This is an optimization exercise on Yosys and OpenROAD, whose aim is small area, a short achievable clock period and few clock cycles per item, not a production implementation.
Only simulation tests tie the RTL to the original design; equivalence was not proved.
Power is estimated from default activity; no workload was simulated.

### flow/flow/run.sh
#!/bin/bash
# The standard layout, with two changes to how it is made:
# - the port buffers are the smallest buffer cell instead of the delay buffer
#   ORFS picks by default;
# - timing repair works towards a setup slack of 9.8 ns at the 15 ns clock,
#   so that it also sizes the paths that already meet 15 ns.
set -euo pipefail
export BUFFER_PORTS_ARGS="-buffer_cell sky130_fd_sc_hd__buf_1"
export SETUP_SLACK_MARGIN=9.8
bash standard.sh > standard.log 2>&1
### flow/standard.sh
#!/bin/bash
# synth_recipe.tcl (not shown) runs the flow's synth.tcl, then flattens the netlist and writes it again
# the make line also repeats each setting of config.mk as NAME=value (left out here)
make -C /OpenROAD-flow-scripts/flow DESIGN_CONFIG=/design/flow/config.mk WORK_HOME=/design/flow/orfs CLKGATE_MAP_FILE= SYNTH_SCRIPT=/design/flow/synth_recipe.tcl "${@:-finish}"
### flow/config.mk
export PLATFORM = sky130hd
export DESIGN_NAME = acq_core
export DESIGN_NICKNAME = acq_core
export VERILOG_FILES = /design/flow/design.v
export SDC_FILE = /design/flow/constraint.sdc
export NUM_CORES = 4
export LEC_CHECK = 0
export CAP_MARGIN = 20
export CORE_MARGIN = 2
export CORE_UTILIZATION = 70
export CTS_BUF_LIST = sky130_fd_sc_hd__clkbuf_8 sky130_fd_sc_hd__clkbuf_16
export SLEW_MARGIN = 20
### flow/constraint.sdc
create_clock -name core_clock -period 15.0 [get_ports {clk}]
set_input_delay 3.0000 -clock core_clock [delete_from_list [all_inputs] [get_ports {clk}]]
set_output_delay 3.0000 -clock core_clock [all_outputs]
set_load 0.01 [all_outputs]
### flow/design.v
module acq_core (
    input             clk,
    input             rst,           
    input             cmd_valid,
    output            cmd_ready,
    input      [31:0] cmd_data,
    output reg        done,
    output reg        rpt_valid,
    output     [15:0] rpt_loc,
    output     [3:0]  rpt_kind,
    output     [15:0] rpt_extra,
    output     [3:0]  res_kind,
    output     [15:0] res_loc,
    output     [15:0] res_extra,
    output reg [7:0]  res_value,
    output     [71:0] buf_bytes,
    output reg        td_c_sign,
    output     [7:0]  td_c_whole,
    output reg [3:0]  td_c_frac,
    output reg        td_f_sign,
    output reg [7:0]  td_f_whole,
    output reg [3:0]  td_f_frac,
    output reg        log_verbose
);
    localparam [7:0] OP_BUF_LOAD     = 8'h01;
    localparam [7:0] OP_CRC_COMPUTE  = 8'h02;
    localparam [7:0] OP_CRC_VALIDATE = 8'h03;
    localparam [7:0] OP_SET_LOGGING  = 8'h04;
    localparam [7:0] OP_TD_DECODE    = 8'h20;
    localparam [7:0] OP_TD_C_TO_F    = 8'h21;
    localparam [3:0] K_NONE         = 4'd0;
    localparam [3:0] K_CHECKSUM     = 4'd7;
    localparam [3:0] K_RES_MISMATCH = 4'd8;
    localparam [3:0] K_SP_CORRUPT   = 4'd9;
    localparam [3:0] K_ILLEGAL      = 4'd11;
    localparam [3:0] R_NONE = 4'b0000;
    localparam [3:0] R_ILL  = 4'b1000;
    localparam [3:0] R_CRC  = 4'b0100;
    localparam [3:0] R_CFG  = 4'b0010;
    localparam [3:0] R_SP   = 4'b0001;
    localparam [2:0] S_IDLE = 3'd0;      
    localparam [2:0] S_REC2 = 3'd1;      
    localparam [2:0] S_CRCW = 3'd2;      
    localparam [2:0] S_FAHR = 3'd3;      
    localparam [2:0] S_CLD  = 3'd4;      
    reg [2:0]  state;
    reg [3:0]  rk;            
    reg [6:0]  td_c_w;        
    reg [71:0] buf_r;
    wire [7:0] bufr [0:8];
    reg [7:0]  c_op;
    reg [6:0]  c_a;
    reg [15:0] c_lo;
    reg        c_trace;       
    genvar gi;
    generate
        for (gi = 0; gi < 9; gi = gi + 1) begin : g_buf
            assign bufr[gi] = buf_r[8*gi +: 8];
        end
    endgenerate
    assign buf_bytes = buf_r;
    assign cmd_ready = (state == S_IDLE);
    wire accept = cmd_valid && (state == S_IDLE);
    function [7:0] crc8_byte(input [7:0] crc_in, input [7:0] b);
        integer i;
        reg [7:0] r;
        begin
            r = crc_in;
            for (i = 0; i < 8; i = i + 1) begin
                if (r[0] ^ b[i])
                    r = (r >> 1) ^ 8'h8C;
                else
                    r = r >> 1;
            end
            crc8_byte = r;
        end
    endfunction
    function [7:0] res_cfg(input [1:0] r);
        res_cfg = {1'b0, r, 5'h1F};
    endfunction
    function [3:0] res_mask(input [1:0] r);
        res_mask = {1'b1, r != 2'd0, r[1], r == 2'd3};
    endfunction
    localparam [1023:0] DIV5_T = 1024'hcac9c8c4c3c2c1c0bcbbbab9b8b4b3b2b1b0acabaaa9a8a4a3a2a1a09c9b9a999894939291908c8b8a898884838281807c7b7a797874737271706c6b6a696864636261605c5b5a595854535251504c4b4a494844434241403c3b3a393834333231302c2b2a292824232221201c1b1a191814131211100c0b0a09080403020100;
    localparam [1023:0] Y2_T = 1024'h0000000000000000000000000000000000000000000000000000000000000000000000000000000000000000000000000000000000008886848281797775737200000000000070686664636159575554000000000000525048464543413937360000000000003432302827252321191800000000000016141210090705030100;
    localparam [63:0] POS_T = 64'h9988766544332110;
    localparam [63:0] NEG_T = 64'h0112334456677899;
    function [3:0] pos_frac(input [3:0] i);
        pos_frac = POS_T[4*i +: 4];
    endfunction
    function [3:0] neg_frac(input [3:0] i);
        neg_frac = NEG_T[4*i +: 4];
    endfunction
    function [7:0] div5(input [6:0] w);
        div5 = DIV5_T[8*w +: 8];
    endfunction
    function [7:0] y2(input [2:0] b, input [3:0] f);
        y2 = Y2_T[8*{b, f} +: 8];
    endfunction
    wire [7:0] i_op = cmd_data[31:24];
    wire [7:0] i_a  = cmd_data[23:16];
    wire [7:0] i_b  = cmd_data[15:8];
    wire       i_g  = cmd_data[0];
    wire       i_z0 = (cmd_data[7:1] == 7'd0);
    wire       i_b0 = (i_b == 8'd0);
    wire is_load = (i_op == OP_BUF_LOAD);
    wire is_crcc = (i_op == OP_CRC_COMPUTE);
    wire is_crcv = (i_op == OP_CRC_VALIDATE);
    wire is_slog = (i_op == OP_SET_LOGGING);
    wire is_tdd  = (i_op == OP_TD_DECODE);
    wire is_c2f  = (i_op == OP_TD_C_TO_F);
    wire i_zg0   = i_z0 && !i_g;
    wire i_ahi0  = (i_a[7:4] == 4'd0);
    wire [3:0] i_al = i_a[3:0];
    wire [9:0] i_ak;
    genvar ki;
    generate
        for (ki = 0; ki < 10; ki = ki + 1) begin : g_ak
            assign i_ak[ki] = (i_al == ki);
        end
    endgenerate
    wire ok_load = is_load && i_zg0 && i_ahi0 && (i_al <= 4'd8);
    wire ok_crcc = is_crcc && i_zg0 && i_b0 && i_ahi0 && (i_al != 4'd0) && (i_al <= 4'd9);
    wire ok_crcv = is_crcv && i_zg0 && i_b0 && i_ahi0 && (i_ak[7] || i_ak[8]);
    wire ok_slog = is_slog && i_zg0 && i_b0 && i_ahi0 && (i_al[3:1] == 3'd0);
    wire ok_tdd  = is_tdd  && i_zg0 && i_b0 && i_ahi0 && (i_al[3:2] == 2'd0);
    wire ok_c2f  = is_c2f  && i_z0 && !i_a[7] && (i_b <= 8'd9);
    wire ok_crc  = ok_crcc || ok_crcv;
    wire legal   = ok_load || ok_crc || ok_slog || ok_tdd || ok_c2f;
    reg [7:0] crc_run;
    reg [3:0] eng_pos;
    reg  [7:0] eng_byte;
    always @(*) begin
        case (eng_pos)
            4'd0: eng_byte = bufr[0];
            4'd1: eng_byte = bufr[1];
            4'd2: eng_byte = bufr[2];
            4'd3: eng_byte = bufr[3];
            4'd4: eng_byte = bufr[4];
            4'd5: eng_byte = bufr[5];
            4'd6: eng_byte = bufr[6];
            4'd7: eng_byte = bufr[7];
            default: eng_byte = bufr[8];
        endcase
    end
    wire [7:0] crc_step = crc8_byte(crc_run & {8{eng_pos != 4'd0}}, eng_byte);
    wire wr_buf = accept && ok_load;
    wire crc_now = (eng_pos == i_a[3:0]);
    wire eng_restart = (wr_buf && (i_a[3:0] <= eng_pos)) ||
                       (accept && ok_crc && (eng_pos > i_a[3:0]));
    wire       crc_ne     = (crc_step != 8'd0);
    wire [7:0] cmp_byte_c = c_a[3] ? bufr[8] : bufr[7];
    wire       cfg_bad   = (bufr[4] != res_cfg(i_a[1:0]));
    wire       sp_bad    = (bufr[5] != 8'hFF) || (bufr[7] != 8'h10);
    wire [3:0] dec_fi    = bufr[0][3:0] & res_mask(bufr[4][6:5]);
    wire [7:0] dec_w     = {bufr[1][3:0], bufr[0][7:4]};
    wire       dec_sign  = dec_w[7];
    wire [6:0] dec_whole = dec_sign ? ~dec_w[6:0] : dec_w[6:0];
    wire [3:0] dec_frac  = dec_sign ? neg_frac(dec_fi) : pos_frac(dec_fi);
    reg        cel_s;
    reg [4:0]  cel_a;
    reg [2:0]  cel_b;
    reg [3:0]  cel_f;
    reg        cel_ok;        
    wire       cel_ld  = (state == S_CLD);    
    wire [6:0] cel_win = cel_ld ? c_a : dec_whole;
    wire [7:0] cel_ab  = div5(cel_win);
    wire       cel_sin = cel_ld ? c_lo[0] : dec_sign;
    wire [3:0] cel_fin = cel_ld ? c_lo[11:8] : dec_frac;
    wire       fs      = cel_s;
    wire [3:0] ff      = cel_f;
    wire [4:0] f_a     = cel_a;
    wire [2:0] f_b     = cel_b;
    wire [7:0] f_yr    = y2(f_b, ff);
    wire [3:0] f_r     = f_yr[3:0];
    wire [7:0] f_p     = {f_a, 3'b000} + f_a + f_yr[7:4];
    wire       f_e     = (ff != 4'd0) && (ff != 4'd5);    
    wire [2:0] f_hi    = f_p[7:5];
    wire [4:0] f_lo    = f_p[4:0];
    wire       f_big   = (f_hi != 3'd0);
    wire       f_re    = (f_r != 4'd0) || f_e;
    wire       f_neg   = fs && f_big;
    wire [5:0] f_nlo   = {1'b0, ~f_lo} + {5'd0, !f_re};
    wire [7:0] f_whole = !fs ? {f_hi + 3'd1, f_lo} : f_big ? {f_hi - 3'd1, f_lo} : {2'b00, f_nlo};
    wire [3:0] f_tenth = (!fs || f_big) ? f_r : f_re ? 4'd10 - f_r - f_e : 4'd0;
    wire k_ill = rk[3];    
    wire k_crc = rk[2];    
    wire k_cfg = rk[1];    
    wire k_sp  = rk[0];    
    assign res_kind   = {k_ill | k_cfg | k_sp, k_crc, k_ill | k_crc, k_ill | k_crc | k_sp};
    assign td_c_whole = {1'b0, td_c_w};
    assign res_loc = k_ill ? {8'hFF, c_op} :
                     k_crc ? 16'h0301 :
                     k_cfg ? 16'h2001 :
                     k_sp  ? 16'h2002 : 16'h0000;
    assign res_extra = k_ill ? c_lo :
                       k_crc ? {res_value, cmp_byte_c} :
                       k_cfg ? {bufr[4], res_cfg(c_a[1:0])} :
                       k_sp  ? {bufr[5], bufr[7]} : 16'h0000;
    assign rpt_loc   = c_trace ? {c_op, 8'h00} : res_loc;
    assign rpt_kind  = c_trace ? K_NONE : res_kind;
    assign rpt_extra = c_trace ? c_lo : res_extra;
    integer k;
    always @(posedge clk) begin
        cel_s  <= cel_sin;
        cel_a  <= cel_ab[7:3];
        cel_b  <= cel_ab[2:0];
        cel_f  <= cel_fin;
        cel_ok <= !rst && !(accept && ok_load) && !cel_ld;
    end
    wire [7:0] buf_wdata = i_b & {8{!rst}};
    wire       wr_go     = accept && is_load && i_zg0 && i_ahi0;
    always @(posedge clk) begin
        for (k = 0; k < 9; k = k + 1)
            if (rst || (wr_go && i_ak[k]))
                buf_r[8*k +: 8] <= buf_wdata;
    end
    always @(posedge clk) begin
        if (rst) begin
            state       <= S_IDLE;
            done        <= 1'b0;
            rpt_valid   <= 1'b0;
            rk          <= R_NONE;
            res_value   <= 8'd0;
            td_c_sign   <= 1'b0;
            td_c_w      <= 7'd0;
            td_c_frac   <= 4'd0;
            td_f_sign   <= 1'b0;
            td_f_whole  <= 8'd0;
            td_f_frac   <= 4'd0;
            log_verbose <= 1'b0;
            eng_pos     <= 4'd0;
        end else begin
            done      <= 1'b0;
            rpt_valid <= 1'b0;
            if (eng_restart) begin
                eng_pos <= 4'd0;
            end else if (eng_pos != 4'd9) begin
                crc_run <= crc_step;
                eng_pos <= eng_pos + 4'd1;
            end
            case (state)
                S_IDLE: begin
                    if (cmd_valid) begin
                        c_op <= i_op;
                        c_a  <= i_a[6:0];
                        c_lo <= cmd_data[15:0];
                        if (!legal) begin
                            rk        <= R_ILL;
                            rpt_valid <= 1'b1;
                            c_trace   <= 1'b0;
                            done      <= 1'b1;
                        end else begin
                            rpt_valid <= log_verbose;
                            c_trace   <= 1'b1;
                            rk        <= R_NONE;
                            if (ok_load) begin
                                done <= 1'b1;
                            end
                            if (ok_slog) begin
                                log_verbose <= i_a[0];
                                done <= 1'b1;
                            end
                            if (ok_crc) begin
                                if (crc_now) begin
                                    res_value <= crc_run;
                                    if (ok_crcv && crc_ne) begin
                                        rk <= R_CRC;
                                        if (log_verbose) begin
                                            state <= S_REC2;
                                        end else begin
                                            rpt_valid <= 1'b1;
                                            c_trace   <= 1'b0;
                                            done      <= 1'b1;
                                        end
                                    end else begin
                                        done <= 1'b1;
                                    end
                                end else begin
                                    state <= S_CRCW;
                                end
                            end
                            if (ok_tdd) begin
                                if (cfg_bad || sp_bad) begin
                                    rk <= cfg_bad ? R_CFG : R_SP;
                                    if (log_verbose) begin
                                        state <= S_REC2;
                                    end else begin
                                        rpt_valid <= 1'b1;
                                        c_trace   <= 1'b0;
                                        done      <= 1'b1;
                                    end
                                end else begin
                                    td_c_sign  <= dec_sign;
                                    td_c_w     <= dec_whole;
                                    td_c_frac  <= dec_frac;
                                    if (cel_ok) begin
                                        td_f_sign  <= f_neg;
                                        td_f_whole <= f_whole;
                                        td_f_frac  <= f_tenth;
                                        done       <= 1'b1;
                                    end else begin
                                        state      <= S_FAHR;
                                    end
                                end
                            end
                            if (ok_c2f)
                                state <= S_CLD;
                        end
                    end
                end
                S_CLD: begin
                    state <= S_FAHR;
                end
                S_REC2: begin
                    rpt_valid <= 1'b1;
                    c_trace   <= 1'b0;
                    done      <= 1'b1;
                    state     <= S_IDLE;
                end
                S_CRCW: begin
                    if (eng_pos == c_a[3:0]) begin
                        res_value <= crc_run;
                        if (c_op[0] && crc_ne) begin
                            rk        <= R_CRC;
                            rpt_valid <= 1'b1;
                            c_trace   <= 1'b0;
                        end
                        done  <= 1'b1;
                        state <= S_IDLE;
                    end
                end
                S_FAHR: begin
                    td_f_sign  <= f_neg;
                    td_f_whole <= f_whole;
                    td_f_frac  <= f_tenth;
                    done       <= 1'b1;
                    state      <= S_IDLE;
                end
            endcase
        end
    end
endmodule
==> results of run 1 <==
kinds of logic after synthesis:
kind of cell,after synthesis,synth area share [%]
fa+ha+maj,43,5.27
flops,173,43.1
other cells,1,0.0353
mux,72,7.31
compound gates,317,20.0
buf+inv,118,4.78
simple gates,326,15.3
xor+xnor,47,4.21
what timing repair did:
action / in CTS / in global routing
endpoints found under the setup margin: 104 / 112
resized for setup: 25 / 19
cloned: 1 / 0
setup buffers: 7 / 14
hold endpoints to repair: 0 / 0
pin swaps: 4 / 2
flip-flops by register name (all words and copies together) (netlist names), 3 cells and up:
signal,cells
res_value,8
td_c_w,7
cel_b,3
eng_pos,4
td_c_frac,4
rk,4
crc_run,8
c_op,8
td_f_frac,4
cel_a,5
td_f_whole,8
c_lo,16
cel_f,4
c_a,7
buf_r,72
state,3
cell usage after synthesis, types with 11 or more instances:
master and number:
a211oi_1 32, buf_4 11, xor2_1 21, dfxtp_1 61, a22oi_1 39, xnor2_1 23, clkbuf_1 56, mux2i_1 36
mux2_2 35, a21o_1 17, and2_1 19, nand3_1 20, edfxtp_1 112, nor3_1 17, ha_1 40, nor2b_1 22
nor2_1 86, o21ai_0 67, nand2_1 94, a21oi_1 65, inv_1 34
worst max-delay path: stages:
cell and delay (ns):
buf_2 0.34, inv_1 0.21, ha_1 0.37, nor2b_1 0.15, o21a_1 0.17, o21ai_0 0.39, a32oi_4 0.26, nor2_2 0.48
through the flow:
| stage | power [W] | worst slack (ns) | util (%) | hold WS [ns] |
|---|---|---|---|---|
| after detailed placement | 0.00162 | 8.64 | 76.2 | 0.468 |
| after CTS | 0.00211 | 9.62 | 81.9 | 0.478 |
| after global placement | 0.00159 | 8.77 | 76.2 | 0.456 |
| after global routing | 0.00225 | 9.70 | 83.3 | 0.493 |
| after floorplan | 0.00141 | 9.59 | - | 0.482 |
| final | 0.00216 | 9.71 | 83.3 | 0.478 |
cell type report:
type	count	share of cell area, %
Multi-Input combinational cell	807	46.1
Sequential cell	173	36.7
Timing Repair Buffer	251	9.21
Clock buffer	17	3.40
Tap cell	188	1.88
Clock inverter	15	1.65
Inverter	35	1.05
final timing paths:
check                       end  slack (ns)  cells after the start
hold / removal        td_f_sign        0.48                      2
setup reg to reg  td_f_whole[5]       10.13                     22
hold reg to reg       td_f_sign        0.48                      2
setup / recovery     crc_run[2]        9.71                      8
metal layers:
layer	vias up	wire length (um)	track usage, %
met1	4717	12700	54.3
met2	889	16000	65.5
li1	4454	-	-
met4	0	1580	16.4
met5	-	0	0
met3	173	4580	10.1
power breakdown:
group | total (W) | internal (W) | switching [W]
Combinational | 0.00101 | 0.000409 | 0.000600
Sequential | 0.000681 | 0.000605 | 0.0000760
Clock | 0.000472 | 0.000243 | 0.000229
Total | 0.00216 | 0.00126 | 0.000905
==> results.ini, run 1 <==
[global_route]
grt_pass1_vias=9182
grt.overflow.total=0
grt.total_usage_pct=41.0
grt_pass1_wl_um=51200
grt_max_degree=52
antenna_found_initial=0

[logic_synthesis]
synth_top_area_share_pct=31.6
async_reset_ff_share_pct=0
ys_ff_latch=173
netlist_area_um2=10600
syn_inst=1097
synth_edf_count=112
synthesis.nets=1175
yosysTopAreaCell=edfxtp_1
ys_types=84
synth_warnings=1
syn_avg_cell_area_um2=9.69
seq_area_frac_synth_pct=43.1
synth-main-ff-cell=edfxtp_1
netlist_top_cells_area=edfxtp_1 32%, dfxtp_1 11%, ha_1 4.7%, mux2_2 3.7%, mux2i_1 3.4%

[cts]
cts.path.max_buffers=2
clkTransAtPathRegs_ns=0.07
cts_hold_buf=0
numCtsBuffers=17
clock_latency_ns=0.45
htree_levels=4
clkSinkCount=173
root_buffer=clkbuf_16
cts_tree=yes

[finish]
syn_to_final_growth_pct=17.7
regArea_um2=4590
fin_nets=1363
fin_area_um2=12500
drive_gt1_share_pct=11.6
final_common_cell=buf_1
multi_input_area_um2=5770
antennaDiodeCount=0
stdcell_count=1486
final_cell_mix=211 x buf_1, 112 x edfxtp_1, 94 x nand2_1
nFillCells=899

[floorplanning]
die_x_um=127
pin_count=217
initial_core_util_pct=70.7
die_h_um=127
rows=45
core_area_um2=15000
die_area_um2=16200

[route]
drtPass1Iterations=8
drt-initial-drc-count=1581
via_count=10233
wl_per_cell_um=23.5
ant_nets=0
drc=0
finalWirelength_um=34900
vias_per_cell=6.89

[sta]
finalMaxSlewViolations=0
fmax_ghz=0.189
hold_violations=0
setup_violations=0
fin_crit_sh_pct=35.3
worst_slew_pin_slew_ns=1.18
slew_headroom_pct=20.7
rsz0062_at_grt=true
min_period_ns=5.29
fin_skew_ns=0.0137
setup_tns_ns=0

[setup_path]
path_max_fanout=13
crit_arrival_ns=5.38
end_kind=flop
crit_type=in -> reg
crit_path_start=cmd_data[17]
required_ns=15.09
start_kind=input pin
r2r_start=cel_f[1]

[pwr]
p_leak_nw=4.65
p_per_area_nw_per_um2=173
vdd_drop_max_uv=138

[place]
placed_cell_area_um2=11500
io_buffer_count=215
place_congestion=0.994
placed_cells_incl_taps=1432
place_hpwl_um=23300

[status]
status=timing/DRC/antenna clean

[hold_path]
hp-class=reg -> reg
hp-start=td_f_sign

[run]
drv_cap=0

Testbench counts, summed over its fixed seeds: cycles 4,631, commands 4,434.
==> inputs of run 2 (changes only) <==
==> flow/flow/run.sh (replaced) <==
#!/bin/bash
# The standard layout, with two changes to how it is made:
# - the port buffers are the smallest buffer cell instead of the delay buffer
#   ORFS picks by default;
# - timing repair works towards a setup slack of 10.0 ns at the 15 ns clock,
#   so that it also sizes the paths that already meet 15 ns.
set -euo pipefail
export BUFFER_PORTS_ARGS="-buffer_cell sky130_fd_sc_hd__buf_1"
export SETUP_SLACK_MARGIN=10.0
bash standard.sh > standard.log 2>&1
--- a/flow/config.mk
+++ b/flow/config.mk
@@ -9,3 +9,3 @@
 export CORE_MARGIN = 2
-export CORE_UTILIZATION = 70
+export CORE_UTILIZATION = 65
 export CTS_BUF_LIST = sky130_fd_sc_hd__clkbuf_8 sky130_fd_sc_hd__clkbuf_16
==> run 2 against run 1 <==
Synthesized cell count did not move. Still clean on timing, DRC and antenna. Via count fell by 1.2%. Synthesized area did not move. Clock power fell by 4.7%. Register-to-register slack improved by 0.23 ns. Non-clock buffer count rose by 9. Total power fell by 1.7%. Fmax rose by 5.2%. Sequential share of layout area fell by 0.86 points. Core utilization fell by 2.8 points. Highest routed layer unchanged.
==> results.ini, run 2 <==
[global_route]
grt.total_usage_pct=37.9  ; -3.2 points
grt_pass1_wl_um=51700  ; +0.85%
met3_usage_pct=9.73  ; -0.41 points
antenna_found_initial=0  ; unchanged
grt_pass1_vias=9116  ; -0.72%
grt.overflow.total=0  ; unchanged
grt_use_met2_pct=58.5  ; -6.9 points
grt_max_degree=52  ; unchanged
top_usage_layer=met2
met1_usage_pct=52.1  ; -2.2 points

[route]
drtPass1Iterations=6  ; -2
ant_nets=0  ; unchanged
finalWirelength_um=34300  ; -1.9%
vias_per_cell=6.64  ; -3.6%
drc=0  ; unchanged
drt-initial-drc-count=1234  ; -22%
wl_per_cell_um=22.5  ; -4.2%
via_count=10108  ; -1.2%

[setup_path]
end_kind=output port
crit_path_start=c_a[3]
start_kind=flop
rrSetupSlack_ns=10.36  ; +0.23 ns
crit_path_end=rpt_extra[5]
crit_arrival_ns=2.03  ; -3.35 ns
r2r_cells=11  ; -50%
crit_buf_inv=2  ; unchanged
cp_top_family=multiplexers
required_ns=12.00  ; -3.09 ns
r2r_start=eng_pos[0]
path_cells=buf_12 > mux2_2 > a22oi_1 > o21ai_1 > mux2_2 > buf_1
path_max_fanout=10  ; -3
cp.depth=6  ; -2
crit_type=reg -> out
crit_path_top_delay_cell=edfxtp_1
reg2reg_to=c_trace
slowest_delay_ns=0.38  ; -0.10 ns
crit_top_cell=mux2_2

[sta]
fin_crit_sh_pct=33.6  ; -1.7 points
whs_ns=0.476  ; -0.00198 ns
fin_skew_ns=0.0172  ; +0.00348 ns
setup_tns_ns=0  ; unchanged
fmax_ghz=0.199  ; +5.2%
worst_slew_pin_slew_ns=1.16  ; -0.0148 ns
finalMaxSlewViolations=0  ; unchanged
hold_violations=0  ; unchanged
slew_headroom_pct=21.7  ; +1.0 points
min_period_ns=5.03  ; -0.260 ns
rsz0062_at_grt=true
setup_violations=0  ; unchanged

[logic_synthesis]
synthSimpleGateAreaFrac_pct=15.3  ; unchanged
synth_edf_count=112  ; unchanged
synth_top_area_share_pct=31.6  ; unchanged
ys_ff_latch=173  ; unchanged
synth-main-ff-cell=edfxtp_1
seq_area_frac_synth_pct=43.1  ; unchanged
synth_top_family_by_area=compound AO/OA/AOI/OAI gates
syn_inst=1097  ; unchanged
synth-xor-area-share_pct=4.21  ; unchanged
synth-compound-area-share_pct=20.0  ; unchanged
yosysMostFrequentCell=edfxtp_1
yosysTopAreaCell=edfxtp_1
synthAdderAreaFrac_pct=5.27  ; unchanged
ys_types=84  ; unchanged
synth_warnings=1  ; unchanged
netlist_top_cells_area=edfxtp_1 32%, dfxtp_1 11%, ha_1 4.7%, mux2_2 3.7%, mux2i_1 3.4%
synthMuxAreaShare_pct=7.31  ; unchanged
netlist_area_um2=10600  ; unchanged
synthTopCellsByCount=112 x edfxtp_1, 94 x nand2_1, 86 x nor2_1
synthesis.nets=1175  ; unchanged
syn_avg_cell_area_um2=9.69  ; unchanged
async_reset_ff_share_pct=0  ; unchanged

[finish]
largest_reg_flops=72  ; unchanged
fin_nets=1372  ; +0.66%
syn_to_final_growth_pct=20.6
antennaDiodeCount=0  ; unchanged
nFillCells=1027  ; +14%
drive_gt1_share_pct=14.3  ; +2.8 points
final_common_cell=buf_1
top_register=buf_r
final_cell_mix=206 x buf_1, 112 x edfxtp_1, 94 x nand2_1
fin_area_um2=12800  ; +2.5%
largestRegisters=buf_r: 72 flops, c_lo: 16 flops

[pwr]
vdd_drop_max_uv=162  ; +17%
p_per_area_nw_per_um2=166  ; -4.1%
finalPower_w=0.00213  ; -1.7%
p_leak_nw=4.77  ; +2.7%

[cts]
cts_tree=yes
cts.path.max_buffers=2  ; unchanged
root_buffer=clkbuf_16
clkSinkCount=173  ; unchanged
numCtsBuffers=17  ; unchanged
clock_latency_ns=0.44  ; about the same
htree_levels=4  ; unchanged
clkTransAtPathRegs_ns=0.07  ; about the same

[place]
placed_cell_area_um2=11600  ; +1.2%
place_congestion=0.979  ; -1.5%
place_hpwl_um=23800  ; +2.4%
io_buffer_count=215  ; unchanged

[floorplanning]
die_h_um=132  ; +3.7%
die_area_um2=17400  ; +7.5%
pin_count=217  ; unchanged
initial_core_util_pct=66.7  ; -4.0 points
rows=46  ; +2.2%
core_area_um2=15900  ; +6.1%
die_x_um=132  ; +3.7%

[run]
drv_cap=0  ; unchanged

[status]
status=timing/DRC/antenna clean

[hold_path]
hp-class=reg -> reg

==> run 2: cell types whose count changed in the layout (fill, tap and decap cells not counted), sizes merged <==
cell,delta
clkbuf,+6
buf,+2
bufbuf,+1
clkinvlp,-1
inv,+1
==> run 2: how the worst min path moves through the flow <==
stage / start / endpoint / cells after the start
global placement: td_f_sign / td_f_sign / 2
finish: td_f_sign / td_f_sign / 2
floorplan: state[0] / state[0] / 2
global route: td_f_sign / td_f_sign / 2
detailed placement: td_f_frac[1] / td_f_frac[1] / 2
CTS: td_f_sign / td_f_sign / 2
==> run 2: cell families after synthesis <==
| kind of cell | after synthesis |
|---|---|
| fa+ha+maj | 43 |
| mux | 72 |
| other cells | 1 |
| buf+inv | 118 |
| compound gates | 317 |
| simple gates | 326 |
| flops | 173 |
| xor+xnor | 47 |
==> run 2: what timing repair did <==
item / 4_1_cts / 5_1_grt
gates cloned: 2 / 1
buffers inserted: 16 / 15
pin swaps: 5 / 7
hold buffers: 0 / 0
endpoints found under the setup margin: 143 / 113
resized for setup: 30 / 43
==> run 2: layer usage <==
layer,vias up,share of wire [%]
li1,4489,-
met1,4694,39
met2,810,45
met3,115,12
met4,0,3.7
met5,-,0
==> run 2: where the power goes <==
group          internal, W  leakage (nW)  total, W  switching, W
clock network     0.000238         0.301  0.000450      0.000211
logic             0.000411          2.90  0.000994      0.000582
registers         0.000605          1.58  0.000682     0.0000769
==> run 2: area by class of cell <==
| cell class | count | area (um2) | share of cell area [%] |
|---|---|---|---|
| clock inverter | 15 | 175 | 1.37 |
| clock buffer | 17 | 425 | 3.32 |
| sequential | 173 | 4600 | 35.8 |
| tap | 216 | 270 | 2.11 |
| multi-input combinational | 807 | 5950 | 46.4 |
| inverter | 35 | 131 | 1.02 |
| timing repair buffer | 260 | 1280 | 9.98 |
==> run 2: metrics by stage <==
stage	instances	setup slack, ns	util [%]
finish	1523	9.97	80.5
global route	1523	9.90	80.5
CTS	1507	9.93	78.6
detailed placement	1457	8.81	72.8
global placement	1457	8.83	72.8
floorplan	1097	9.79	-
==> run 2: tightest hold or removal path: stages (launching register included) <==
cell	delay, ns
dfxtp_1	0.31
nand2b_1	0.07
a21oi_1	0.05
==> inputs of run 3 (changes only) <==
--- a/flow/design.v
+++ b/flow/design.v
@@ -44,3 +44,2 @@
     localparam [2:0] S_FAHR = 3'd3;      
-    localparam [2:0] S_CLD  = 3'd4;      
     reg [2:0]  state;
@@ -164,7 +163,7 @@
     reg        cel_ok;        
-    wire       cel_ld  = (state == S_CLD);    
-    wire [6:0] cel_win = cel_ld ? c_a : dec_whole;
+    wire       cel_ld  = cmd_valid && (i_op == OP_TD_C_TO_F);    
+    wire [6:0] cel_win = cel_ld ? i_a[6:0] : dec_whole;
     wire [7:0] cel_ab  = div5(cel_win);
-    wire       cel_sin = cel_ld ? c_lo[0] : dec_sign;
-    wire [3:0] cel_fin = cel_ld ? c_lo[11:8] : dec_frac;
+    wire       cel_sin = cel_ld ? i_g : dec_sign;
+    wire [3:0] cel_fin = cel_ld ? i_b[3:0] : dec_frac;
     wire       fs      = cel_s;
@@ -307,3 +306,3 @@
                             if (ok_c2f)
-                                state <= S_CLD;
+                                state <= S_FAHR;
                         end
@@ -311,5 +310,2 @@
                 end
-                S_CLD: begin
-                    state <= S_FAHR;
-                end
                 S_REC2: begin
==> flow/flow/run.sh (replaced) <==
#!/bin/bash
# The standard layout, with two changes to how it is made:
# - the port buffers are the smallest buffer cell instead of the delay buffer
#   ORFS picks by default;
# - timing repair works towards a setup slack of 9.8 ns at the 15 ns clock,
#   so that it also sizes the paths that already meet 15 ns.
set -euo pipefail
export BUFFER_PORTS_ARGS="-buffer_cell sky130_fd_sc_hd__buf_1"
export SETUP_SLACK_MARGIN=9.8
bash standard.sh > standard.log 2>&1
==> run 3 against run 2 <==
Fmax decreased by 1.8%. Register-to-register slack got worse by 0.14 ns. Core utilization decreased by 4.7 points. Clock power increased by 3%. Non-clock buffer count decreased by 24. Count of clock-buffer cells in the layout unchanged. Flip-flop and latch count decreased by 3. Clock skew decreased by 0.0018 ns. Combinational power decreased by 35%. Critical path type unchanged. Largest cell class unchanged. Highest routed layer unchanged.
==> results.ini, run 3 <==
[logic_synthesis]
synth-main-ff-cell=edfxtp_1
yosysMostFrequentCell=edfxtp_1
async_reset_ff_share_pct=0  ; unchanged
synth_warnings=1  ; unchanged
ys_ff_latch=170  ; -1.7%
netlist_area_um2=10800  ; +2.0%
yosysTopAreaCell=edfxtp_1
seq_area_frac_synth_pct=41.5  ; -1.7 points
synth_edf_count=109  ; -2.7%
syn_inst=1104  ; +0.64%
synthesis.nets=1182  ; +0.60%
ys_types=92  ; +9.5%
syn_avg_cell_area_um2=9.82  ; +1.3%
synthTopCellsByCount=109 x edfxtp_1, 95 x nor2_1, 78 x nand2_1
netlist_top_cells_area=edfxtp_1 30%, dfxtp_1 11%, ha_1 4.6%, mux2i_1 4.1%, nor2_1 3.3%
synth_top_area_share_pct=30.2  ; -1.4 points

[setup_path]
crit_type=reg -> out
path_max_fanout=4  ; -6
path_cells=a22oi_1 > nor2_1 > a21oi_1 > o21ai_0 > mux2_2 > buf_1
slowest_delay_ns=0.53  ; +0.15 ns
required_ns=12.00  ; about the same
crit_path_top_delay_cell=edfxtp_1
cp_top_family=compound AO/OA/AOI/OAI gates
r2r_start=cel_f[1]
reg2reg_to=td_f_frac[3]
crit_arrival_ns=2.13  ; +0.10 ns
crit_buf_inv=1  ; -1
r2r_cells=18  ; +7
rrSetupSlack_ns=10.22  ; -0.14 ns
end_kind=output port
start_kind=flop

[cts]
htree_levels=4  ; unchanged
clkTransAtPathRegs_ns=0.07  ; about the same
clock_latency_ns=0.44  ; about the same
cts.path.max_buffers=2  ; unchanged
root_buffer=clkbuf_16
numCtsBuffers=17  ; unchanged
clkSinkCount=170  ; -1.7%
cts_tree=yes

[sta]
rsz0062_at_grt=true
fin_skew_ns=0.0153  ; -0.00184 ns
finalMaxSlewViolations=0  ; unchanged
fin_ws_ns=9.87  ; -0.0909 ns
hold_violations=0  ; unchanged
worst_slew_pin_slew_ns=1.00  ; -0.164 ns
fmax_ghz=0.195  ; -1.8%
min_period_ns=5.13  ; +0.0909 ns
fin_crit_sh_pct=34.2  ; +0.61 points
setup_violations=0  ; unchanged
setup_tns_ns=0  ; unchanged
slew_headroom_pct=31.6  ; +9.9 points

[place]
io_buffer_count=215  ; unchanged
place_hpwl_um=24700  ; +3.8%
place_congestion=1.01  ; +2.8%
pre_cts_ws_ns=8.98  ; +0.174 ns

[pwr]
p_per_area_nw_per_um2=139  ; -16%
p_leak_nw=4.64  ; -2.7%
vdd_drop_max_uv=92.5  ; -43%

[finish]
drive_gt1_share_pct=12.2  ; -2.1 points
multi_input_area_um2=5910  ; -0.67%
nFillCells=1181  ; +15%
largestRegisters=buf_r: 72 flops, c_lo: 16 flops
fin_nets=1353  ; -1.4%
final_cell_mix=209 x buf_1, 109 x edfxtp_1, 92 x nor2_1
largest_reg_flops=72  ; unchanged
syn_to_final_growth_pct=15.1
top_register=buf_r
regArea_um2=4510  ; -2.0%
antennaDiodeCount=0  ; unchanged
final_common_cell=buf_1

[hold_path]
hp-class=reg -> reg
whs_path_depth=2  ; unchanged
hold_end=td_f_sign
hp-start=td_f_sign

[floorplanning]
die_h_um=133  ; +0.94%
pin_count=217  ; unchanged
die_area_um2=17700  ; +1.9%
rows=47  ; +2.2%
die_x_um=133  ; +0.94%
initial_core_util_pct=65.8  ; -0.86 points
core_area_um2=16500  ; +3.3%

[global_route]
grt_pass1_vias=8822  ; -3.2%
grt.overflow.total=0  ; unchanged
grt.total_usage_pct=37.4  ; -0.47 points
grt_pass1_wl_um=50900  ; -1.4%
grt_max_degree=67  ; +29%
antenna_found_initial=0  ; unchanged

[route]
ant_nets=0  ; unchanged
via_count=9841  ; -2.6%
drtPass1Iterations=7  ; +1
drc=0  ; unchanged
drt-initial-drc-count=1291  ; +4.6%
vias_per_cell=6.53  ; -1.7%
finalWirelength_um=33800  ; -1.2%
wl_per_cell_um=22.4  ; -0.25%

[status]
status=timing/DRC/antenna clean

[run]
drv_cap=0  ; unchanged

-- run 3: worst max-delay path by stage --
stage	startpoint	to	slack (ns)	cells after the start
3_3_place_gp	cmd_data[17]	td_f_frac[2]	9.10	9
3_5_place_dp	cmd_data[17]	td_f_frac[2]	8.98	9
6_report	buf_r[33]	rpt_extra[9]	9.87	6
4_1_cts	rk[3]	rpt_extra[6]	9.78	7
5_1_grt	cel_f[1]	td_f_frac[3]	9.69	18
2_1_floorplan	cmd_data[26]	cel_b[1]	9.80	11
-- run 3: worst min-delay path: stages, from the launching register on --
cell and delay [ns]:
dfxtp_1 0.32, nand2b_1 0.07, a21oi_1 0.06
-- run 3: power breakdown --
| group | internal, W | switching [W] |
|---|---|---|
| logic | 0.000263 | 0.000383 |
| registers | 0.000560 | 0.0000687 |
| clock network | 0.000256 | 0.000209 |
-- run 3: metrics by stage --
step	hold WS, ns	area, um2	instances	utilization [%]	power (W)
2_1_floorplan	0.482	10900	1104	-	0.00109
3_3_place_gp	0.463	11600	1461	70.6	0.00124
3_5_place_dp	0.483	11600	1461	70.6	0.00126
4_1_cts	0.487	12400	1504	75.3	0.00172
5_1_grt	0.511	12500	1508	75.8	0.00182
6_report	0.496	12500	1508	75.8	0.00174
-- run 3: layout make-up --
| class | count | area share, % |
|---|---|---|
| clock buffers | 17 | 3.41 |
| clock inverters | 15 | 1.64 |
| inverters | 39 | 1.19 |
| multi-input cells | 811 | 47.3 |
| flip-flops and latches | 170 | 36.1 |
| well taps | 220 | 2.21 |
| repair buffers | 236 | 8.09 |
-- run 3: cell families after synthesis --
kind of cell | synth area share [%]
AO/OA/AOI/OAI | 19.6
other | 0.0346
flip-flops | 41.5
AND/OR/NAND/NOR | 16.6
adder cells (fa/ha/maj) | 5.17
multiplexers | 8.06
XOR/XNOR | 3.83
buffers and inverters | 5.23
-- run 3: layer usage --
metal,global-route usage (%),routed length [um],up-vias
met1,54.5,13700,4593
li1,-,-,4450
met3,7.12,4100,89
met2,56.0,14800,709
met5,0,0,-
met4,13.8,1210,0
-- run 3: what timing repair did --
item | 4_1_cts | 5_1_grt
cloned | 2 | 0
setup buffers | 9 | 4
gates resized for setup | 14 | 18
pin swaps | 2 | 4
endpoints found under the hold margin | 0 | 0
hold buffers | 0 | 0
endpoints found under the setup margin | 54 | 44
Testbench counts of run 3, summed over its fixed seeds: cycles 4,583, commands 4,434.
==> inputs of run 4 (changes only) <==
--- a/flow/config.mk
+++ b/flow/config.mk
@@ -9,3 +9,3 @@
 export CORE_MARGIN = 2
-export CORE_UTILIZATION = 65
+export CORE_UTILIZATION = 70
 export CTS_BUF_LIST = sky130_fd_sc_hd__clkbuf_8 sky130_fd_sc_hd__clkbuf_16
==> run 4 against run 3 <==
Still clean. Routed wire length increased by 1.7%. Hold slack got worse by 0.017 ns. Final cell count decreased by 1.9%. Die area decreased by 6.9%. Non-clock buffer count increased by 6. Global-route usage increased by 3.1 points. Via count increased by 2.9%. First-iteration DRC count increased by 30%. Cell area decreased by 0.11%.
==> results.ini, run 4 <==
[setup_path]
required_ns=12.00  ; about the same
path_max_fanout=4  ; unchanged
r2r_cells=22  ; +4
crit_path_top_delay_cell=edfxtp_1
end_kind=output port
crit_arrival_ns=2.27  ; +0.14 ns
slowest_delay_ns=0.55  ; +0.02 ns
start_kind=flop
path_cells=a22oi_1 > nor2_1 > a21oi_1 > o21ai_0 > mux2_2 > buf_1
crit_type=reg -> out

[sta]
hold_violations=0  ; unchanged
finalMaxSlewViolations=0  ; unchanged
fin_crit_sh_pct=35.1  ; +0.98 points
rsz0062_at_grt=false
slew_headroom_pct=32.7  ; +1.2 points
worst_slew_pin_slew_ns=0.983  ; -0.0174 ns
setup_tns_ns=0  ; unchanged
setup_violations=0  ; unchanged
fin_ws_ns=9.73  ; -0.146 ns
fmax_ghz=0.190  ; -2.8%
min_period_ns=5.27  ; +0.146 ns
whs_ns=0.479  ; -0.0173 ns
fin_skew_ns=0.0113  ; -0.00400 ns

[logic_synthesis]
synthTopCellsByCount=109 x edfxtp_1, 95 x nor2_1, 78 x nand2_1
seq_area_frac_synth_pct=41.5  ; unchanged
synth_warnings=1  ; unchanged
async_reset_ff_share_pct=0  ; unchanged
ys_types=92  ; unchanged
netlist_area_um2=10800  ; unchanged
yosysTopAreaCell=edfxtp_1
yosysMostFrequentCell=edfxtp_1
ys_ff_latch=170  ; unchanged
synthesis.nets=1182  ; unchanged
syn_inst=1104  ; unchanged
netlist_top_cells_area=edfxtp_1 30%, dfxtp_1 11%, ha_1 4.6%, mux2i_1 4.1%, nor2_1 3.3%
synth_top_area_share_pct=30.2  ; unchanged
syn_avg_cell_area_um2=9.82  ; unchanged
synth_edf_count=109  ; unchanged
synth-main-ff-cell=edfxtp_1

[global_route]
grt_pass1_wl_um=50700  ; -0.47%
grt.total_usage_pct=40.5  ; +3.1 points
grt.overflow.total=0  ; unchanged
antenna_found_initial=0  ; unchanged
grt_max_degree=67  ; unchanged
grt_pass1_vias=8861  ; +0.44%

[pwr]
switchingPower_w=0.000664  ; +0.53%
p_leak_nw=4.66  ; +0.35%
p_int_w=0.00108  ; about the same
pwr-share-seq_pct=36.2  ; about the same
swShare_pct=38.1  ; +0.13 points
p_per_area_nw_per_um2=140  ; +0.30%
vdd_drop_max_uv=106  ; +14%
power_frac_comb_pct=37.0  ; about the same
power.share.clock_pct=26.8  ; about the same

[finish]
fin_nets=1358  ; +0.37%
final_cell_mix=211 x buf_1, 109 x edfxtp_1, 93 x nor2_1
final_common_cell=buf_1
largestRegisters=buf_r: 72 flops, c_lo: 16 flops
stdcell_count=1480  ; -1.9%
syn_to_final_growth_pct=15.0
drive_gt1_share_pct=12.3  ; +0.12 points
utilization_pct=82.3  ; +6.5 points
largest_reg_flops=72  ; unchanged
top_register=buf_r
antennaDiodeCount=0  ; unchanged

[place]
placed_cells_incl_taps=1429  ; -2.2%
place_congestion=0.974  ; -3.1%
place_hpwl_um=24500  ; -0.94%
io_buffer_count=215  ; unchanged
pre_cts_ws_ns=9.04  ; +0.0590 ns

[route]
wl_per_cell_um=23.2  ; +3.6%
finalWirelength_um=34400  ; +1.7%
drc=0  ; unchanged
vias_per_cell=6.84  ; +4.9%
drtPass1Iterations=10  ; +3
ant_nets=0  ; unchanged
drt-initial-drc-count=1682  ; +30%
via_count=10129  ; +2.9%

[run]
drv_cap=0  ; unchanged

[floorplanning]
die_h_um=128  ; -3.5%
die_x_um=128  ; -3.5%
rows=45  ; -4.3%
pin_count=217  ; unchanged
die_area_um2=16500  ; -6.9%
initial_core_util_pct=71.6  ; +5.7 points
core_area_um2=15100  ; -8.0%

[cts]
root_buffer=clkbuf_16
htree_levels=4  ; unchanged
clock_latency_ns=0.44  ; about the same
cts.path.max_buffers=2  ; unchanged
cts_hold_buf=0  ; unchanged
cts_tree=yes
clkTransAtPathRegs_ns=0.07  ; about the same
clkSinkCount=170  ; unchanged
numCtsBuffers=17  ; unchanged

[hold_path]
whs_path_depth=2  ; unchanged
hp-class=reg -> reg

[status]
status=timing/DRC/antenna clean

[run 4: cell counts after synthesis]
No cell type changed its count.
[run 4: kinds of logic after synthesis]
family | synth area share, %
and+or+nand+nor | 16.6
AOI/OAI and AO/OA | 19.6
other | 0.0346
DFF | 41.5
muxes | 8.06
buffers and inverters | 5.23
xor gates and xnor gates | 3.83
adders and majority gates | 5.17
[run 4: cell type report]
class,instances,area [um2]
clock inverters,14,199
fillers,881,2680
well taps,188,235
multi-input cells,810,5890
clock buffers,17,425
repair buffers,242,1060
inverters,39,149
flip-flops and latches,170,4500
[run 4: what timing repair did]
item,CTS,global route
pin swaps,1,2
gates cloned,1,1
resized for setup,10,17
setup endpoints to repair,54,50
buffers inserted,11,7
[run 4: path summary, 6_finish.rpt]
kind	start	slack, ns	end
setup / recovery	buf_r[33]	9.73	rpt_extra[9]
hold / removal	td_f_sign	0.48	td_f_sign
setup reg to reg	cel_f[1]	10.15	td_f_frac[3]
hold reg to reg	td_f_sign	0.48	td_f_sign
[run 4: per-stage QoR]
stage	power, W	cell area (um2)
final	0.00174	12500
after floorplan	0.00109	10900
after global placement	0.00124	11600
after CTS	0.00172	12300
after global routing	0.00182	12500
after detailed placement	0.00125	11600
[run 4: per-layer routing]
metal,wire length (um),up-vias,GRT usage (%)
met4,1340,0,15.6
met1,13000,4726,56.7
met2,15400,840,61.9
met5,0,-,0
li1,-,4442,-
met3,4630,121,9.27
[run 4: worst max-delay path, delay by kind of cell, from the launching register on]
kind            cells  cell delay [ns]
simple gates        1             0.07
compound gates      3             0.73
mux                 1             0.34
buf+inv             1             0.14
flops               1             0.55
[run 4: power by group through the flow]
stage	clock [W]	combinational, W	sequential [W]
floorplan	0	0.000489	0.000604
finish	0.000467	0.000645	0.000631
detailed placement	0	0.000616	0.000637
global route	0.000480	0.000701	0.000634
global placement	0	0.000602	0.000634
CTS	0.000463	0.000627	0.000626
==> inputs of run 5 (changes only) <==
==> flow/flow/run.sh (replaced) <==
#!/bin/bash
# The standard layout, with two changes to how it is made:
# - the port buffers are the smallest buffer cell instead of the delay buffer
#   ORFS picks by default;
# - timing repair works towards a setup slack of 9.6 ns at the 15 ns clock,
#   so that it also sizes the paths that already meet 15 ns.
set -euo pipefail
export BUFFER_PORTS_ARGS="-buffer_cell sky130_fd_sc_hd__buf_1"
export SETUP_SLACK_MARGIN=9.6
bash standard.sh > standard.log 2>&1
--- a/flow/config.mk
+++ b/flow/config.mk
@@ -9,3 +9,3 @@
 export CORE_MARGIN = 2
-export CORE_UTILIZATION = 70
+export CORE_UTILIZATION = 65
 export CTS_BUF_LIST = sky130_fd_sc_hd__clkbuf_8 sky130_fd_sc_hd__clkbuf_16
==> run 5 against run 4 <==
Sequential power decreased by 0.6%. Largest cell class unchanged. Critical endpoint is now rpt_extra[12]. Hold slack worse by 0.0050 ns. Still clean on timing, DRC and antenna. Die area increased by 7.4%. Critical path depth did not move.
==> results.ini, run 5 <==
[global_route]
grt.total_usage_pct=36.4  ; -4.2 points
grt.overflow.total=0  ; unchanged
grt_pass1_vias=8629  ; -2.6%
grt_pass1_wl_um=49700  ; -1.9%
antenna_found_initial=1  ; +1
grt_max_degree=67  ; unchanged

[pwr]
switchingPower_w=0.000653  ; -1.6%
vdd_drop_max_uv=93.5  ; -11%
power.share.clock_pct=26.8  ; about the same
p_leak_nw=4.61  ; -1.1%
power_frac_comb_pct=36.6  ; -0.4 points
p_per_area_nw_per_um2=138  ; -1.0%
pwr-share-seq_pct=36.6  ; +0.4 points
p_int_w=0.00106  ; -1.7%
swShare_pct=38.1  ; about the same
finalPower_w=0.00171  ; -1.7%

[floorplanning]
die_x_um=133  ; +3.7%
initial_core_util_pct=65.8  ; -5.7 points
pin_count=217  ; unchanged
core_area_um2=16500  ; +8.7%
rows=47  ; +4.4%
die_area_um2=17700  ; +7.4%
die_h_um=133  ; +3.7%

[sta]
rsz0062_at_grt=false
setup_violations=0  ; unchanged
fin_ws_ns=9.74  ; +0.0118 ns
setup_tns_ns=0  ; unchanged
fmax_ghz=0.190  ; +0.23%
fin_skew_ns=0.0124  ; +0.00102 ns
fin_crit_sh_pct=35.1  ; -0.079 points
finalMaxSlewViolations=0  ; unchanged
hold_violations=0  ; unchanged
slew_headroom_pct=34.4  ; +1.7 points
min_period_ns=5.26  ; -0.0118 ns
worst_slew_pin_slew_ns=0.959  ; -0.0248 ns

[cts]
clock_latency_ns=0.44  ; about the same
cts_hold_buf=0  ; unchanged
clkTransAtPathRegs_ns=0.07  ; about the same
clkSinkCount=170  ; unchanged
cts_tree=yes
root_buffer=clkbuf_16
numCtsBuffers=17  ; unchanged
cts.path.max_buffers=2  ; unchanged
htree_levels=4  ; unchanged

[setup_path]
end_kind=output port
rrSetupSlack_ns=10.06  ; -0.09 ns
crit_arrival_ns=2.26  ; about the same
path_max_fanout=9  ; +5
crit_type=reg -> out
start_kind=flop
required_ns=12.00  ; about the same

[logic_synthesis]
yosysMostFrequentCell=edfxtp_1
yosysTopAreaCell=edfxtp_1
synth_warnings=1  ; unchanged
ys_types=92  ; unchanged
synthTopCellsByCount=109 x edfxtp_1, 95 x nor2_1, 78 x nand2_1
synthesis.nets=1182  ; unchanged
ys_ff_latch=170  ; unchanged
netlist_area_um2=10800  ; unchanged
netlist_top_cells_area=edfxtp_1 30%, dfxtp_1 11%, ha_1 4.6%, mux2i_1 4.1%, nor2_1 3.3%
synth_top_area_share_pct=30.2  ; unchanged
syn_avg_cell_area_um2=9.82  ; unchanged
seq_area_frac_synth_pct=41.5  ; unchanged
syn_inst=1104  ; unchanged
async_reset_ff_share_pct=0  ; unchanged
synth_edf_count=109  ; unchanged
synth-main-ff-cell=edfxtp_1

[route]
finalWirelength_um=32900  ; -4.4%
wl_per_cell_um=21.8  ; -6.3%
drt-initial-drc-count=1302  ; -23%
drtPass1Iterations=6  ; -4
drc=0  ; unchanged
via_count=9777  ; -3.5%
ant_nets=0  ; unchanged
vias_per_cell=6.48  ; -5.3%

[finish]
largestRegisters=buf_r: 72 flops, c_lo: 16 flops
stdcell_count=1509  ; +2.0%
fin_nets=1354  ; -0.29%
top_register=buf_r
antennaDiodeCount=0  ; unchanged
final_common_cell=buf_1
drive_gt1_share_pct=11.2  ; -1.1 points
final_cell_mix=211 x buf_1, 109 x edfxtp_1, 93 x nor2_1
syn_to_final_growth_pct=14.2
largest_reg_flops=72  ; unchanged

[status]
status=timing/DRC/antenna clean

[run]
drv_cap=0  ; unchanged

[hold_path]
hp-class=reg -> reg

[place]
placed_cells_incl_taps=1463  ; +2.4%
io_buffer_count=215  ; unchanged
place_hpwl_um=24100  ; -1.7%
pre_cts_ws_ns=8.67  ; -0.373 ns
place_congestion=0.985  ; +1.0%

-- run 5: cell counts after synthesis --
No cell type changed its count.
-- run 5: path summary, 6_finish.rpt --
path                                 endpoint      start  cells past startpoint
worst min-delay path                td_f_sign  td_f_sign                      2
worst max register to register   td_f_frac[3]   cel_f[3]                     17
worst min register to register      td_f_sign  td_f_sign                      2
worst max-delay path            rpt_extra[12]      rk[0]                      6
-- run 5: what timing repair did --
| item | in CTS | in global routing |
|---|---|---|
| pin swaps | 2 | 1 |
| cloned | 1 | 0 |
| gates resized for setup | 6 | 10 |
| setup endpoints to repair | 29 | 34 |
| buffers inserted | 5 | 8 |
-- run 5: logic make-up after synthesis --
family	count (synthesis)	share of synthesized area [%]
xor gates and xnor gates	44	3.83
AOI/OAI and AO/OA	299	19.6
other	1	0.0346
adders and majority gates	43	5.17
DFF	170	41.5
buffers and inverters	125	5.23
and+or+nand+nor	343	16.6
muxes	79	8.06
-- run 5: power by group through the flow --
stage                     Sequential (W)  Combinational, W  Clock, W
after floorplan                 0.000604          0.000485         0
after global placement          0.000633          0.000597         0
after detailed placement        0.000634          0.000610         0
after CTS                       0.000624          0.000619  0.000458
after global routing            0.000632          0.000690  0.000477
final                           0.000627          0.000628  0.000459
-- run 5: metal layers --
layer / share of wire, % / vias up / track usage [%]
li1: - / 4446 / -
met2: 44 / 705 / 54.7
met1: 41 / 4534 / 52.7
met5: 0.030 / - / 0
met3: 12 / 90 / 8.33
met4: 2.8 / 2 / 11.8
-- run 5: per-stage QoR --
step	util [%]	area [um2]	hold WS, ns
3_5_place_dp	70.3	11600	0.466
2_1_floorplan	-	10800	0.482
4_1_cts	74.6	12300	0.476
5_1_grt	75.2	12400	0.511
6_report	75.2	12400	0.474
3_3_place_gp	70.3	11600	0.461
-- run 5: critical path: stages, from the launching register on --
cell and delay (ns):
dfxtp_2 0.44, nor2b_1 0.33, nor2b_4 0.36, a22oi_1 0.10, o21ai_0 0.19, mux2_2 0.23
buf_1 0.17
-- run 5: cell type report --
class	count	area, um2
Timing Repair Buffer	238	997
Clock buffer	17	425
Clock inverter	15	196
Fill cell	1204	4090
Inverter	39	146
Sequential cell	170	4500
Tap cell	220	275
Multi-Input combinational cell	810	5840
==> inputs of run 6 (changes only) <==
--- a/flow/design.v
+++ b/flow/design.v
@@ -44,2 +44,3 @@
     localparam [2:0] S_FAHR = 3'd3;      
+    localparam [2:0] S_CLD  = 3'd4;      
     reg [2:0]  state;
@@ -52,3 +53,5 @@
     reg [15:0] c_lo;
-    reg        c_trace;       
+    reg        p_t, p_i, p_c, p_f, p_s;
+    reg [3:0]  rk_n;
+    reg        tr_n;
     genvar gi;
@@ -163,7 +166,7 @@
     reg        cel_ok;        
-    wire       cel_ld  = cmd_valid && (i_op == OP_TD_C_TO_F);    
-    wire [6:0] cel_win = cel_ld ? i_a[6:0] : dec_whole;
+    wire       cel_ld  = (state == S_CLD);    
+    wire [6:0] cel_win = cel_ld ? c_a : dec_whole;
     wire [7:0] cel_ab  = div5(cel_win);
-    wire       cel_sin = cel_ld ? i_g : dec_sign;
-    wire [3:0] cel_fin = cel_ld ? i_b[3:0] : dec_frac;
+    wire       cel_sin = cel_ld ? c_lo[0] : dec_sign;
+    wire [3:0] cel_fin = cel_ld ? c_lo[11:8] : dec_frac;
     wire       fs      = cel_s;
@@ -176,9 +179,7 @@
     wire       f_e     = (ff != 4'd0) && (ff != 4'd5);    
-    wire [2:0] f_hi    = f_p[7:5];
-    wire [4:0] f_lo    = f_p[4:0];
-    wire       f_big   = (f_hi != 3'd0);
+    wire [7:0] f_sub   = f_p - 8'd32;
+    wire       f_big   = (f_p >= 8'd32);
     wire       f_re    = (f_r != 4'd0) || f_e;
     wire       f_neg   = fs && f_big;
-    wire [5:0] f_nlo   = {1'b0, ~f_lo} + {5'd0, !f_re};
-    wire [7:0] f_whole = !fs ? {f_hi + 3'd1, f_lo} : f_big ? {f_hi - 3'd1, f_lo} : {2'b00, f_nlo};
+    wire [7:0] f_whole = !fs ? f_p + 8'd32 : f_big ? f_sub : f_re ? ~f_sub : -f_sub;
     wire [3:0] f_tenth = (!fs || f_big) ? f_r : f_re ? 4'd10 - f_r - f_e : 4'd0;
@@ -190,13 +191,20 @@
     assign td_c_whole = {1'b0, td_c_w};
-    assign res_loc = k_ill ? {8'hFF, c_op} :
-                     k_crc ? 16'h0301 :
-                     k_cfg ? 16'h2001 :
-                     k_sp  ? 16'h2002 : 16'h0000;
-    assign res_extra = k_ill ? c_lo :
-                       k_crc ? {res_value, cmp_byte_c} :
-                       k_cfg ? {bufr[4], res_cfg(c_a[1:0])} :
-                       k_sp  ? {bufr[5], bufr[7]} : 16'h0000;
-    assign rpt_loc   = c_trace ? {c_op, 8'h00} : res_loc;
-    assign rpt_kind  = c_trace ? K_NONE : res_kind;
-    assign rpt_extra = c_trace ? c_lo : res_extra;
+    assign res_loc   = ({16{k_ill}} & {8'hFF, c_op}) |
+                       ({16{k_crc}} & 16'h0301) |
+                       ({16{k_cfg}} & 16'h2001) |
+                       ({16{k_sp}}  & 16'h2002);
+    assign res_extra = ({16{k_ill}} & c_lo) |
+                       ({16{k_crc}} & {res_value, cmp_byte_c}) |
+                       ({16{k_cfg}} & {bufr[4], res_cfg(c_a[1:0])}) |
+                       ({16{k_sp}}  & {bufr[5], bufr[7]});
+    assign rpt_loc   = ({16{p_t}} & {c_op, 8'h00}) |
+                       ({16{p_i}} & {8'hFF, c_op}) |
+                       ({16{p_c}} & 16'h0301) |
+                       ({16{p_f}} & 16'h2001) |
+                       ({16{p_s}} & 16'h2002);
+    assign rpt_kind  = {p_i | p_f | p_s, p_c, p_i | p_c, p_i | p_c | p_s};
+    assign rpt_extra = ({16{p_t | p_i}} & c_lo) |
+                       ({16{p_c}} & {res_value, cmp_byte_c}) |
+                       ({16{p_f}} & {bufr[4], res_cfg(c_a[1:0])}) |
+                       ({16{p_s}} & {bufr[5], bufr[7]});
     integer k;
@@ -222,2 +230,7 @@
             rk          <= R_NONE;
+            p_t         <= 1'b0;
+            p_i         <= 1'b0;
+            p_c         <= 1'b0;
+            p_f         <= 1'b0;
+            p_s         <= 1'b0;
             res_value   <= 8'd0;
@@ -234,2 +247,4 @@
             rpt_valid <= 1'b0;
+            rk_n = rk;
+            tr_n = p_t;
             if (eng_restart) begin
@@ -247,5 +262,5 @@
                         if (!legal) begin
-                            rk        <= R_ILL;
+                            rk_n        = R_ILL;
                             rpt_valid <= 1'b1;
-                            c_trace   <= 1'b0;
+                            tr_n   = 1'b0;
                             done      <= 1'b1;
@@ -253,4 +268,4 @@
                             rpt_valid <= log_verbose;
-                            c_trace   <= 1'b1;
-                            rk        <= R_NONE;
+                            tr_n   = 1'b1;
+                            rk_n        = R_NONE;
                             if (ok_load) begin
@@ -266,3 +281,3 @@
                                     if (ok_crcv && crc_ne) begin
-                                        rk <= R_CRC;
+                                        rk_n = R_CRC;
                                         if (log_verbose) begin
@@ -271,3 +286,3 @@
                                             rpt_valid <= 1'b1;
-                                            c_trace   <= 1'b0;
+                                            tr_n   = 1'b0;
                                             done      <= 1'b1;
@@ -283,3 +298,3 @@
                                 if (cfg_bad || sp_bad) begin
-                                    rk <= cfg_bad ? R_CFG : R_SP;
+                                    rk_n = cfg_bad ? R_CFG : R_SP;
                                     if (log_verbose) begin
@@ -288,3 +303,3 @@
                                         rpt_valid <= 1'b1;
-                                        c_trace   <= 1'b0;
+                                        tr_n   = 1'b0;
                                         done      <= 1'b1;
@@ -306,3 +321,3 @@
                             if (ok_c2f)
-                                state <= S_FAHR;
+                                state <= S_CLD;
                         end
@@ -310,5 +325,8 @@
                 end
+                S_CLD: begin
+                    state <= S_FAHR;
+                end
                 S_REC2: begin
                     rpt_valid <= 1'b1;
-                    c_trace   <= 1'b0;
+                    tr_n   = 1'b0;
                     done      <= 1'b1;
@@ -320,5 +338,5 @@
                         if (c_op[0] && crc_ne) begin
-                            rk        <= R_CRC;
+                            rk_n        = R_CRC;
                             rpt_valid <= 1'b1;
-                            c_trace   <= 1'b0;
+                            tr_n   = 1'b0;
                         end
@@ -336,2 +354,8 @@
             endcase
+            rk      <= rk_n;
+            p_t     <= tr_n;
+            p_i     <= !tr_n && rk_n[3];
+            p_c     <= !tr_n && rk_n[2];
+            p_f     <= !tr_n && rk_n[1];
+            p_s     <= !tr_n && rk_n[0];
         end
==> flow/flow/run.sh (replaced) <==
#!/bin/bash
# The standard layout, with two changes to how it is made:
# - the port buffers are the smallest buffer cell instead of the delay buffer
#   ORFS picks by default;
# - timing repair works towards a setup slack of 9.5 ns at the 15 ns clock,
#   so that it also sizes the paths that already meet 15 ns.
set -euo pipefail
export BUFFER_PORTS_ARGS="-buffer_cell sky130_fd_sc_hd__buf_1"
export SETUP_SLACK_MARGIN=9.5
bash standard.sh > standard.log 2>&1
--- a/flow/config.mk
+++ b/flow/config.mk
@@ -10,3 +10,3 @@
 export CORE_UTILIZATION = 65
-export CTS_BUF_LIST = sky130_fd_sc_hd__clkbuf_8 sky130_fd_sc_hd__clkbuf_16
+export CTS_BUF_LIST = sky130_fd_sc_hd__clkbuf_4 sky130_fd_sc_hd__clkbuf_8
 export SLEW_MARGIN = 20
==> run 6 against run 5 <==
Hold slack lost 0.016 ns. Count of clock-buffer cells in the layout unchanged. Flip-flop and latch count up 7. Non-clock buffer count down 13. Critical endpoint is now p_c. Synthesized cell count is 7.2% higher. Critical path type is now in -> reg. Sequential share of layout area rose by 1.7 points. Still clean. Via count up 6.1%. Final cell count rose by 3.5%. Core utilization fell by 1.3 points. First-iteration DRC count fell by 8.9%.
==> results.ini, run 6 <==
[finish]
final_cell_mix=214 x buf_1, 150 x nand2_1, 111 x edfxtp_1
largest_reg_flops=72  ; unchanged
fin_nets=1405  ; +3.8%
stdcell_count=1562  ; +3.5%
final_common_cell=buf_1
drive_gt1_share_pct=6.78  ; -4.5 points
top_register=buf_r
syn_to_final_growth_pct=11.0
antennaDiodeCount=0  ; unchanged
largestRegisters=buf_r: 72 flops, c_lo: 16 flops

[route]
via_count=10371  ; +6.1%
wl_per_cell_um=22.1  ; +1.4%
ant_nets=0  ; unchanged
drt-initial-drc-count=1186  ; -8.9%
drtPass1Iterations=6  ; unchanged
drc=0  ; unchanged
finalWirelength_um=34500  ; +5.0%
vias_per_cell=6.64  ; +2.5%

[cts]
numCtsBuffers=17  ; unchanged
htree_levels=4  ; unchanged
clkTransAtPathRegs_ns=0.10  ; +0.03 ns
root_buffer=clkbuf_8
clock_latency_ns=0.49  ; +0.05 ns
cts_tree=yes
clkSinkCount=177  ; +4.1%
cts.path.max_buffers=2  ; unchanged

[sta]
rsz0062_at_grt=false
worst_slew_pin_slew_ns=1.12  ; +0.165 ns
fin_crit_sh_pct=35.5  ; +0.39 points
fin_skew_ns=0.0220  ; +0.00965 ns
slew_headroom_pct=24.9  ; -9.5 points
fmax_ghz=0.188  ; -1.1%
setup_violations=0  ; unchanged
fin_ws_ns=9.68  ; -0.0584 ns
min_period_ns=5.32  ; +0.0584 ns
setup_tns_ns=0  ; unchanged
hold_violations=0  ; unchanged
finalMaxSlewViolations=0  ; unchanged

[pwr]
finalPower_w=0.00162  ; -5.4%
vdd_drop_max_uv=72.1  ; -23%
p_per_area_nw_per_um2=132  ; -4.4%
p_leak_nw=4.50  ; -2.4%

[place]
placed_cells_incl_taps=1524  ; +4.2%
pre_cts_ws_ns=8.51  ; -0.154 ns
place_hpwl_um=24900  ; +3.6%
place_congestion=0.935  ; -5.0%
io_buffer_count=215  ; unchanged

[global_route]
grt_max_degree=72  ; +7.5%
grt_pass1_wl_um=52600  ; +5.7%
antenna_found_initial=0  ; -1
grt.total_usage_pct=38.0  ; +1.7 points
grt.overflow.total=0  ; unchanged
grt_pass1_vias=9263  ; +7.3%

[setup_path]
path_max_fanout=5  ; -4
crit_arrival_ns=5.71  ; +3.45 ns
required_ns=15.39  ; +3.39 ns
start_kind=input pin
end_kind=flop
crit_type=in -> reg

[hold_path]
hp-class=reg -> reg

[logic_synthesis]
seq_area_frac_synth_pct=42.2  ; +0.73 points
synth_top_area_share_pct=30.2  ; about the same
syn_inst=1183  ; +7.2%
yosysTopAreaCell=edfxtp_1
synthesis.nets=1259  ; +6.5%
synth_warnings=1  ; unchanged
synth_edf_count=111  ; +1.8%
syn_avg_cell_area_um2=9.33  ; -5.0%
netlist_top_cells_area=edfxtp_1 30%, dfxtp_1 12%, nand2_1 5.1%, ha_1 4.3%, nor2_1 2.9%
netlist_area_um2=11000  ; +1.8%
async_reset_ff_share_pct=0  ; unchanged
ys_types=88  ; -4.3%
ys_ff_latch=177  ; +4.1%
synthTopCellsByCount=150 x nand2_1, 111 x edfxtp_1, 85 x nor2_1
yosysMostFrequentCell=nand2_1
synth-main-ff-cell=edfxtp_1

[floorplanning]
pin_count=217  ; unchanged
die_x_um=134  ; +0.86%
core_area_um2=16600  ; +0.71%
die_area_um2=18000  ; +1.7%
initial_core_util_pct=66.5  ; +0.69 points
die_h_um=134  ; +0.86%
rows=47  ; unchanged

[status]
status=timing/DRC/antenna clean

[run]
drv_cap=0  ; unchanged

## run 6: cell count changes after synthesis, sizes merged, moves of 8 or more
cell    change
mux2i      -19
nor2        -9
mux2       -13
a31oi      +12
a21o        +8
nand3      +21
clkbuf      +9
nand2      +72
nand2b      -8
a222oi     +15
o21ai       -8
## run 6: report_power, final
group          switching, W  internal [W]
Combinational      0.000373      0.000255
Clock              0.000208      0.000129
Sequential        0.0000716      0.000584
## run 6: worst paths after layout
check                                  from             to  slack (ns)  depth (start not counted)
worst max-delay path            cmd_data[0]            p_c        9.68                          8
worst max register to register     cel_f[2]  td_f_whole[2]       10.14                         14
worst min register to register    td_c_w[2]      td_c_w[2]        0.46                          2
worst min-delay path              td_c_w[2]      td_c_w[2]        0.46                          2
## run 6: metal layers
metal / track usage, % / vias up / part of all wire [%]
li1: - / 4677 / -
met1: 51.1 / 4861 / 38
met2: 60.1 / 729 / 46
met3: 6.76 / 104 / 11
met4: 17.8 / 0 / 4.5
met5: 0 / - / 0
## run 6: cell type report
class	count	area, um2
Multi-Input combinational cell	874	5880
Fill cell	1271	4330
Clock buffer	17	234
Timing Repair Buffer	225	896
Inverter	34	128
Clock inverter	15	188
Tap cell	220	275
Sequential cell	177	4650
## run 6: cell families (layout without fill, tap and decap cells)
family	after synthesis	count (layout)	synth area share, %
buf+inv	133	291	5.21
xor+xnor	48	48	3.81
fa+ha+maj	41	41	4.85
other cells	1	1	0.0340
flops	177	177	42.2
simple gates	416	416	18.6
mux	45	45	4.39
compound gates	322	323	20.9
## run 6: stage by stage
| stage | cell area [um2] | util (%) | hold slack [ns] |
|---|---|---|---|
| CTS | 12200 | 73.5 | 0.459 |
| detailed placement | 11700 | 70.7 | 0.445 |
| global placement | 11700 | 70.7 | 0.440 |
| floorplan | 11000 | - | 0.459 |
| finish | 12300 | 73.9 | 0.458 |
| global route | 12300 | 73.9 | 0.480 |
## run 6: worst max-delay path, cell delays in order
cell	delay (ns)
buf_1	0.08
or4_1	0.65
or2_1	0.31
or2_2	0.30
nor3_1	0.46
nand3b_1	0.20
a221o_1	0.45
a311oi_2	0.26
## run 6: repair_timing
action | CTS | global route
hold buffers | 0 | 0
gates cloned | 1 | 0
endpoints found under the setup margin | 21 | 23
buffers inserted | 1 | 4
pin swaps | 1 | 2
resized for setup | 5 | 3
Testbench counts of run 6, summed over its fixed seeds: cycles 4,631, commands 4,434.

==> re-timing with driven ports <==
In the flow no input, the clock included, has a driving cell. The finished layouts below were timed again as built, in two steps.
Step 1: set_driving_cell puts a clkbuf_16 on clk and a buf_2 on each other input, an assumption about the parent block.
Step 2, shift: input delay + t, output delay - t, t = (earliest + latest rising clock arrival at the registers) / 2. This alone moves slack from input paths to output paths.
a / b / c = ideal / step 1 / step 2; a / b = the first two.
run | shift t [ns] | setup slack, ns
run 1 | 0.488 | 9.705 / 9.700 / 9.212
run 2 | 0.473 | 9.965 / 9.923 / 9.563
run 3 | 0.481 | 9.874 / 9.827 / 9.399
run 4 | 0.485 | 9.728 / 9.681 / 9.345
run 5 | 0.479 | 9.740 / 9.694 / 9.296
run 6 | 0.523 | 9.682 / 9.702 / 9.179
After both steps setup and hold are still met in every run listed.
